Background: an optimization exercise with open tools, aiming at small area and few clock cycles. Do not read the settings as production practice. No functional check of the RTL was part of this run. No activity file was given, so power comes from the tool's default toggle rates.

$ cat flow/config.mk
export PLATFORM = sky130hd
export DESIGN_NAME = slmp_engine
export DESIGN_NICKNAME = slmp_engine
export VERILOG_FILES = /design/flow/design.v
export SDC_FILE = /design/flow/constraint.sdc
export NUM_CORES = 4
export LEC_CHECK = 0
export CAP_MARGIN = 20
export CORE_MARGIN = 2
export CORE_UTILIZATION = 40
export SLEW_MARGIN = 20
$ cat flow/constraint.sdc
create_clock -name core_clock -period 5.0 [get_ports {clk}]
set_input_delay 1.0000 -clock core_clock [delete_from_list [all_inputs] [get_ports {clk}]]
set_output_delay 1.0000 -clock core_clock [all_outputs]
set_load 0.01 [all_outputs]
$ cat flow/design.v
module slmp_engine (
    input  wire        clk,
    input  wire        rst,
    input  wire        cmd_valid,
    output wire        cmd_ready,
    input  wire [7:0]  cmd_op,
    input  wire [7:0]  cmd_dev,
    input  wire [15:0] cmd_addr,
    input  wire [15:0] cmd_count,
    input  wire [15:0] cmd_plen,
    input  wire        in_valid,
    output wire        in_ready,
    input  wire [7:0]  in_data,
    input  wire        rx_valid,
    output wire        rx_ready,
    input  wire [7:0]  rx_data,
    input  wire [1:0]  rx_term,
    output wire        dout_valid,
    input  wire        dout_ready,
    output wire [7:0]  dout_data,
    output reg         done,
    output reg  [3:0]  st_err,
    output reg  [3:0]  st_sub,
    output reg  [15:0] st_code,
    output reg  [16:0] olen,
    output reg  [15:0] res
);
    localparam [7:0] OP_DT_KIND   = 8'h10;
    localparam [7:0] OP_DT_CODE   = 8'h11;
    localparam [7:0] OP_DT_SUBCMD = 8'h12;
    localparam [7:0] OP_FE_READ   = 8'h20;
    localparam [7:0] OP_FE_WRITE  = 8'h21;
    localparam [7:0] OP_FE_SELF   = 8'h22;
    localparam [7:0] OP_RD_RECV   = 8'h30;
    localparam [3:0] E_OK        = 4'd0;
    localparam [3:0] E_TRANSPORT = 4'd3;
    localparam [3:0] E_MALFORMED = 4'd4;
    localparam [3:0] E_REMOTE    = 4'd5;
    localparam [3:0] E_UNKDEV    = 4'd10;
    localparam [3:0] E_ILLEGAL   = 4'd12;
    localparam [3:0] E_CAPACITY  = 4'd13;
    localparam [3:0] S_EOF         = 4'd1;
    localparam [3:0] S_IO_ERROR    = 4'd2;
    localparam [3:0] S_INVALID     = 4'd1;
    localparam [3:0] S_SHORT_BODY  = 4'd2;
    localparam [3:0] S_FRAME_LEN   = 4'd2;
    localparam [15:0] MAX_PAYLOAD = 16'd65523;
    localparam [1:0] T_OPEN  = 2'd0;
    localparam [1:0] T_EOF   = 2'd1;
    localparam [2:0] ST_IDLE   = 3'd0;
    localparam [2:0] ST_FHDR   = 3'd1;   
    localparam [2:0] ST_FPAY   = 3'd2;   
    localparam [2:0] ST_RSTART = 3'd3;   
    localparam [2:0] ST_RSUB   = 3'd4;   
    localparam [2:0] ST_RBODY  = 3'd5;   
    reg [2:0]  state;
    reg [1:0]  fkind;       
    reg [7:0]  fcode;
    reg        fbit;
    reg [15:0] faddr;
    reg [15:0] fcount;
    reg [15:0] fplen;
    reg [4:0]  fidx;        
    reg [15:0] cnt;         
    reg [15:0] blen;        
    reg [15:0] rstatus;     
    reg [7:0] dt_code;
    reg       dt_bit;
    always @(*) begin
        case (cmd_dev)
            8'd0: begin dt_code = 8'h9c; dt_bit = 1'b1; end   
            8'd1: begin dt_code = 8'h9d; dt_bit = 1'b1; end   
            8'd2: begin dt_code = 8'h90; dt_bit = 1'b1; end   
            8'd3: begin dt_code = 8'ha0; dt_bit = 1'b1; end   
            8'd4: begin dt_code = 8'h91; dt_bit = 1'b1; end   
            8'd5: begin dt_code = 8'ha8; dt_bit = 1'b0; end   
            8'd6: begin dt_code = 8'hb4; dt_bit = 1'b0; end   
            8'd7: begin dt_code = 8'haf; dt_bit = 1'b0; end   
            8'd8: begin dt_code = 8'hb0; dt_bit = 1'b0; end   
            8'd9: begin dt_code = 8'ha9; dt_bit = 1'b0; end   
            default: begin dt_code = 8'h00; dt_bit = 1'b0; end
        endcase
    end
    wire dev_ok = (cmd_dev < 8'd10);
    wire [15:0] body_len = (fkind == 2'd1) ? (16'd12 + fplen) : 16'd12;
    wire [15:0] fcmd     = (fkind == 2'd0) ? 16'h0401 :
                           (fkind == 2'd1) ? 16'h1401 : 16'h1617;
    wire        fself    = (fkind == 2'd2);
    reg  [7:0]  fbyte;
    always @(*) begin
        case (fidx)
            5'd0:  fbyte = 8'h50;
            5'd1:  fbyte = 8'h00;
            5'd2:  fbyte = 8'h00;
            5'd3:  fbyte = 8'hff;
            5'd4:  fbyte = 8'hff;
            5'd5:  fbyte = 8'h03;
            5'd6:  fbyte = 8'h00;
            5'd7:  fbyte = body_len[7:0];
            5'd8:  fbyte = body_len[15:8];
            5'd9:  fbyte = 8'h00;               
            5'd10: fbyte = 8'h00;
            5'd11: fbyte = fcmd[7:0];
            5'd12: fbyte = fcmd[15:8];
            5'd13: fbyte = (!fself && fbit) ? 8'h01 : 8'h00;
            5'd14: fbyte = 8'h00;
            5'd15: fbyte = fself ? 8'h04 : faddr[7:0];
            5'd16: fbyte = fself ? 8'h00 : faddr[15:8];
            5'd17: fbyte = fself ? 8'hde : 8'h00;
            5'd18: fbyte = fself ? 8'had : fcode;
            5'd19: fbyte = fself ? 8'hbe : fcount[7:0];
            5'd20: fbyte = fself ? 8'hef : fcount[15:8];
            default: fbyte = 8'h00;
        endcase
    end
    wire body_pay = (state == ST_RBODY) && (cnt >= 16'd2) && (rstatus == 16'h0000);
    wire rx_need  = (state == ST_RSTART) || (state == ST_RSUB) ||
                    ((state == ST_RBODY) && (cnt != blen));
    assign cmd_ready  = (state == ST_IDLE);
    assign in_ready   = (state == ST_FPAY) && dout_ready;
    assign dout_valid = (state == ST_FHDR) ||
                        ((state == ST_FPAY) && in_valid) ||
                        (rx_need && body_pay && rx_valid);
    assign dout_data  = (state == ST_FHDR) ? fbyte :
                        (state == ST_FPAY) ? in_data : rx_data;
    assign rx_ready   = rx_need && (body_pay ? dout_ready : 1'b1);
    wire rx_take = rx_valid && rx_ready;
    wire rx_fail = rx_need && !rx_valid && (rx_term != T_OPEN);
    always @(posedge clk) begin
        if (rst) begin
            state   <= ST_IDLE;
            done    <= 1'b0;
            st_err  <= 4'd0;
            st_sub  <= 4'd0;
            st_code <= 16'd0;
            olen    <= 17'd0;
            res     <= 16'd0;
        end else begin
            done <= 1'b0;
            case (state)
                ST_IDLE: begin
                    if (cmd_valid) begin
                        fcode  <= dt_code;
                        fbit   <= dt_bit;
                        faddr  <= cmd_addr;
                        fcount <= cmd_count;
                        fplen  <= cmd_plen;
                        fidx   <= 5'd0;
                        case (cmd_op)
                            OP_DT_KIND, OP_DT_CODE, OP_DT_SUBCMD: begin
                                done    <= 1'b1;
                                olen    <= 17'd0;
                                st_code <= 16'd0;
                                st_sub  <= 4'd0;
                                if (!dev_ok) begin
                                    st_err <= E_UNKDEV;
                                end else begin
                                    st_err <= E_OK;
                                    if (cmd_op == OP_DT_CODE)
                                        res <= {8'h00, dt_code};
                                    else
                                        res <= {15'd0, dt_bit};
                                end
                            end
                            OP_FE_READ: begin
                                if (!dev_ok) begin
                                    done    <= 1'b1;
                                    st_err  <= E_UNKDEV;
                                    st_sub  <= 4'd0;
                                    st_code <= 16'd0;
                                    olen    <= 17'd0;
                                end else begin
                                    fkind <= 2'd0;
                                    state <= ST_FHDR;
                                end
                            end
                            OP_FE_WRITE: begin
                                if (!dev_ok) begin
                                    done    <= 1'b1;
                                    st_err  <= E_UNKDEV;
                                    st_sub  <= 4'd0;
                                    st_code <= 16'd0;
                                    olen    <= 17'd0;
                                end else if (cmd_plen > MAX_PAYLOAD) begin
                                    done    <= 1'b1;
                                    st_err  <= E_CAPACITY;
                                    st_sub  <= S_FRAME_LEN;
                                    st_code <= 16'd0;
                                    olen    <= 17'd0;
                                end else begin
                                    fkind <= 2'd1;
                                    state <= ST_FHDR;
                                end
                            end
                            OP_FE_SELF: begin
                                fkind <= 2'd2;
                                state <= ST_FHDR;
                            end
                            OP_RD_RECV: begin
                                state <= ST_RSTART;
                            end
                            default: begin
                                done    <= 1'b1;
                                st_err  <= E_ILLEGAL;
                                st_sub  <= 4'd0;
                                st_code <= 16'd0;
                                olen    <= 17'd0;
                            end
                        endcase
                    end
                end
                ST_FHDR: begin
                    if (dout_ready) begin
                        if (fidx == 5'd20) begin
                            if (fkind == 2'd1 && fplen != 16'd0) begin
                                cnt   <= fplen;
                                state <= ST_FPAY;
                            end else begin
                                done    <= 1'b1;
                                st_err  <= E_OK;
                                st_sub  <= 4'd0;
                                st_code <= 16'd0;
                                olen    <= 17'd21;
                                state   <= ST_IDLE;
                            end
                        end else begin
                            fidx <= fidx + 5'd1;
                        end
                    end
                end
                ST_FPAY: begin
                    if (in_valid && dout_ready) begin
                        cnt <= cnt - 16'd1;
                        if (cnt == 16'd1) begin
                            done    <= 1'b1;
                            st_err  <= E_OK;
                            st_sub  <= 4'd0;
                            st_code <= 16'd0;
                            olen    <= 17'd21 + {1'b0, fplen};
                            state   <= ST_IDLE;
                        end
                    end
                end
                ST_RSTART: begin
                    if (rx_take) begin
                        if (rx_data == 8'hd0) begin
                            cnt   <= 16'd8;
                            state <= ST_RSUB;
                        end else if (rx_data == 8'hd4) begin
                            cnt   <= 16'd12;
                            state <= ST_RSUB;
                        end else begin
                            done    <= 1'b1;
                            st_err  <= E_MALFORMED;
                            st_sub  <= S_INVALID;
                            st_code <= 16'd0;
                            olen    <= 17'd0;
                            state   <= ST_IDLE;
                        end
                    end
                end
                ST_RSUB: begin
                    if (rx_take) begin
                        blen <= {rx_data, blen[15:8]};
                        cnt  <= cnt - 16'd1;
                        if (cnt == 16'd1) begin
                            cnt     <= 16'd0;
                            rstatus <= 16'd0;
                            state   <= ST_RBODY;
                        end
                    end
                end
                ST_RBODY: begin
                    if (cnt == blen) begin
                        done  <= 1'b1;
                        state <= ST_IDLE;
                        if (blen < 16'd2) begin
                            st_err  <= E_MALFORMED;
                            st_sub  <= S_SHORT_BODY;
                            st_code <= 16'd0;
                            olen    <= 17'd0;
                        end else if (rstatus != 16'd0) begin
                            st_err  <= E_REMOTE;
                            st_sub  <= 4'd0;
                            st_code <= rstatus;
                            olen    <= 17'd0;
                        end else begin
                            st_err  <= E_OK;
                            st_sub  <= 4'd0;
                            st_code <= 16'd0;
                            olen    <= {1'b0, blen - 16'd2};
                        end
                    end else if (rx_take) begin
                        if (cnt == 16'd0)
                            rstatus[7:0] <= rx_data;
                        else if (cnt == 16'd1)
                            rstatus[15:8] <= rx_data;
                        cnt <= cnt + 16'd1;
                    end
                end
                default: state <= ST_IDLE;
            endcase
            if (rx_fail) begin
                done    <= 1'b1;
                st_err  <= E_TRANSPORT;
                st_sub  <= (rx_term == T_EOF) ? S_EOF : S_IO_ERROR;
                st_code <= 16'd0;
                olen    <= 17'd0;
                state   <= ST_IDLE;
            end
        end
    end
endmodule
$ cat flow/run.sh
#!/bin/bash
# synth_recipe.tcl (not shown) runs the flow's synth.tcl, then flattens the netlist and writes it again
# the make line also repeats each setting of config.mk as NAME=value (left out here)
make -C /OpenROAD-flow-scripts/flow DESIGN_CONFIG=/design/flow/config.mk WORK_HOME=/design/flow/orfs CLKGATE_MAP_FILE= SYNTH_SCRIPT=/design/flow/synth_recipe.tcl finish
==> impl_metrics.ini <==
[outcome]
status = timing/DRC/antenna clean

[logic_synthesis]
synth-edff-count = 111
synth.distinct_cells = 75
syn_inst = 976
async_reset_ff_share_pct = 0
synth-seq-cells = 161
ys_seq_area_share_pct = 47.0
ys.flop_type = edfxtp_1
syn_area_um2 = 9230
yosys_warnings = 1
syn_area_per_cell_um2 = 9.45

[place]
dpl.hpwl_mm = 21.3
routabilityCongestion = 0.935
dp.cells = 1356
portBuffers = 146

[cts]
cts_inserted_buffers = 17
post_cts_resized = 0
clock_latency_ns = 0.44
path_clk_slew_ns = 0.08
htreeDepth = 4
root_buffer = clkbuf_16
cts_tree = done
cts_buffer_depth = 2
cts_sinks = 161
cts_setup_buffers = 0
cts-hold-fix-buffers = 0

[power]
power.density_nw_per_um2 = 293
leakage_uw = 0.00388
peakVddDrop_uv = 234

[final_layout]
n_fill_cell = 2128
drive_above_1_share_pct = 6.70
syn_to_final_growth_pct = 24.7
stdcell_count = 1389
final_net_count = 1201
antenna_cells = 0

[timing]
timing_hold_violations_final = 0
fin_crit_ns = 4.39
report.final.slew_viol_count = 0
rsz0062_at_grt = no
finalSetupViolations = 0
fin_tns_setup_ns = 0
fmax_mhz = 228
fin_skew_ns = 0.0153
relSlewSlack_pct = 42.3
tightest_slew_ns = 0.862
finalCritPeriodShare_pct = 87.7

[drt]
vias_per_cell = 5.85
drc = 0
drt_pass1_iterations = 5
drt_iter0_drc = 735
wl_per_cell_um = 20.4
final_antenna_net_count = 0
wirelength_mm = 28.3
via_count = 8123

[floorplan]
initial_core_util_pct = 40.8
num_rows = 55
pin_count = 158
die_x_um = 156
die_h_um = 156
core-area_um2 = 22600
die_area_um2 = 24300

[setup_path]
crit_path_frequent_cell = nor3_1
slowest_delay_ns = 0.59
crit_arrival_ns = 3.39
crit_chain = clkinv_1 > nor3_1 > and2_1 > a222oi_1 > a21oi_1 > nor3_1 > o22ai_1 > clkdlybuf4s50_1
startpoint_type = flop
path_buf_inv = 2
setup.worst_path.class = reg -> out
path_delay_family = simple AND/OR/NAND/NOR gates
required_ns = 4.00
path_max_fanout = 13
cp_slowest_cell = edfxtp_1
endpoint_kind = output pin

[run]
drv_cap = 0

[grt]
antenna_found_initial = 0
grt_max_degree = 46
grt.overflow.total = 0
grt_usage_pct = 23.2
grt_pass1_wl_mm = 43.3
grt_pass1_vias = 7665

[min_path]
hp-class = reg -> reg
==> worst paths after layout <==
path	from	end	slack, ns	depth (start not counted)
worst max register to register	fplen[2]	st_err[0]	1.60	10
worst max-delay path	fidx[4]	dout_data[6]	0.61	8
worst min-delay path	st_code[10]	st_code[10]	0.45	2
worst min register to register	st_code[10]	st_code[10]	0.45	2
==> cell type report <==
class | count | area, um2 | area share [%]
well taps | 285 | 357 | 3.10
clock buffers | 18 | 450 | 3.91
flip-flops and latches | 161 | 4330 | 37.7
inverters | 24 | 90.1 | 0.783
repair buffers | 166 | 1610 | 14.0
multi-input cells | 721 | 4510 | 39.2
clock inverters | 14 | 153 | 1.33
==> Yosys cell counts (5+ instances only) <==
cell type    n  area [um2]
a21oi_1     65         325
a221o_1      5        50.1
a22oi_1     30         225
a31oi_1      9        56.3
and2_1       7        43.8
and3_1      22         138
buf_2        9        45.0
buf_4       11        82.6
clkbuf_1    57         214
dfxtp_1     50        1000
edfxtp_1   111        3330
ha_1        22         275
inv_1       23        86.3
mux2i_1     10         100
nand2_1     87         327
nand2b_1    13        81.3
nand3_1     51         255
nand4_1     18         113
nor2_1      82         308
nor2b_1     15        93.8
nor3_1      27         135
nor4_1      21         131
o211ai_1     6        45.0
o21ai_0     31         155
o221ai_1    13         114
o22ai_1     23         144
or2_2        5        31.3
or3_1        8        50.1
xnor2_1     45         394
xor2_1      22         193
==> layer usage <==
metal / routed length, um / track usage (%) / vias up
li1: - / - / 3839
met1: 12200 / 31.1 / 3878
met2: 13100 / 36.7 / 359
met3: 2200 / 5.31 / 47
met4: 742 / 9.00 / 0
met5: 0 / 0 / -
==> where the power goes <==
group	internal [uW]	switching, uW	total, uW
Sequential	1480	65.1	1540
Combinational	214	280	494
Clock	701	630	1330
==> cell families (layout without fill, tap and decap cells) <==
group	Yosys count	count (layout)	synth area share [%]
xor gates and xnor gates	67	67	6.36
other	1	11	0.0406
buffers and inverters	104	222	4.88
DFF	161	161	47.0
and+or+nand+nor	381	381	21.0
AOI/OAI and AO/OA	229	229	16.5
adders and majority gates	22	22	2.98
muxes	11	11	1.21
==> worst register-to-register path, stage by stage (launching register included) <==
cell      delay [ns]
edfxtp_1        0.52
inv_1           0.20
ha_1            0.19
or4b_1          0.45
nor3_2          0.14
a31oi_1         0.26
a21o_1          0.30
or4_1           0.60
buf_4           0.29
nor3b_1         0.23
a311oi_1        0.07
==> layout by cell type (no fill, tap or decap), types with 4 or more instances in the layout <==
cell and count:
o221ai_1 13, and2_1 7, a31oi_1 8, nand3_1 51, nor3_1 26, a221o_1 5
a21oi_1 65, a22o_1 4, xor2_1 22, o31a_1 4, or4_1 4, o211ai_1 6
conb_1 11, edfxtp_1 111, dfxtp_1 50, nor2b_1 14, or3_1 8, a211oi_1 4
nand2b_1 13, inv_6 6, nand2_1 87, clkdlybuf4s50_1 146, nor2_1 81, nor4_1 19
xnor2_1 45, ha_1 22, buf_4 19, o21ai_0 31, o22ai_1 23, mux2i_1 10
inv_8 4, nand4_1 18, clkbuf_16 18, inv_1 23, or2_2 5, and3_1 22
a22oi_1 30
==> metrics by stage <==
| stage | instance area, um2 | total power (uW) | setup slack [ns] | util, % | hold slack, ns |
|---|---|---|---|---|---|
| detailed placement | 10900 | 2060 | 1.03 | 48.1 | 0.444 |
| finish | 11500 | 3370 | 0.614 | 50.8 | 0.451 |
| CTS | 11500 | 3390 | 0.690 | 50.8 | 0.456 |
| floorplan | 9260 | 1830 | 0.774 | - | 0.476 |
| global route | 11500 | 3500 | 0.381 | 50.8 | 0.471 |
| global placement | 10900 | 2060 | 1.05 | 48.1 | 0.441 |
==> state kept, by name (all words and copies together) (netlist names) <==
register	cells
olen	17
blen	16
cnt	16
faddr	16
fcount	16
fplen	16
rstatus	16
st_code	16
fcode	7
res	7
fidx	5
st_err	4
state	3
fkind	2
st_sub	2
done	1
fbit	1

## re-timing with driven ports
In the flow no input, the clock included, has a driving cell. The finished layout below was timed again as built, in two steps. Step 1 sets driving cells, clkbuf_16 on the clock port and buf_2 on the other inputs (assumed; they add their load-dependent delay and slew). Step 2 also shifts input and output timing later by t, the mid clock arrival at the registers, as if the neighbouring blocks saw the same clock. Slacks: ideal / step 1 / step 2; pairs: ideal / step 1.
t (ns): 0.482
setup slack, ns: 0.614 / 0.568 / 1.042
worst register clock-pin slew, ns: 0.08 / 0.08
After both steps this run still meets setup and hold. For this run, drivers alone change the setup slack by -0.046 ns; drivers and shift together by +0.428 ns.
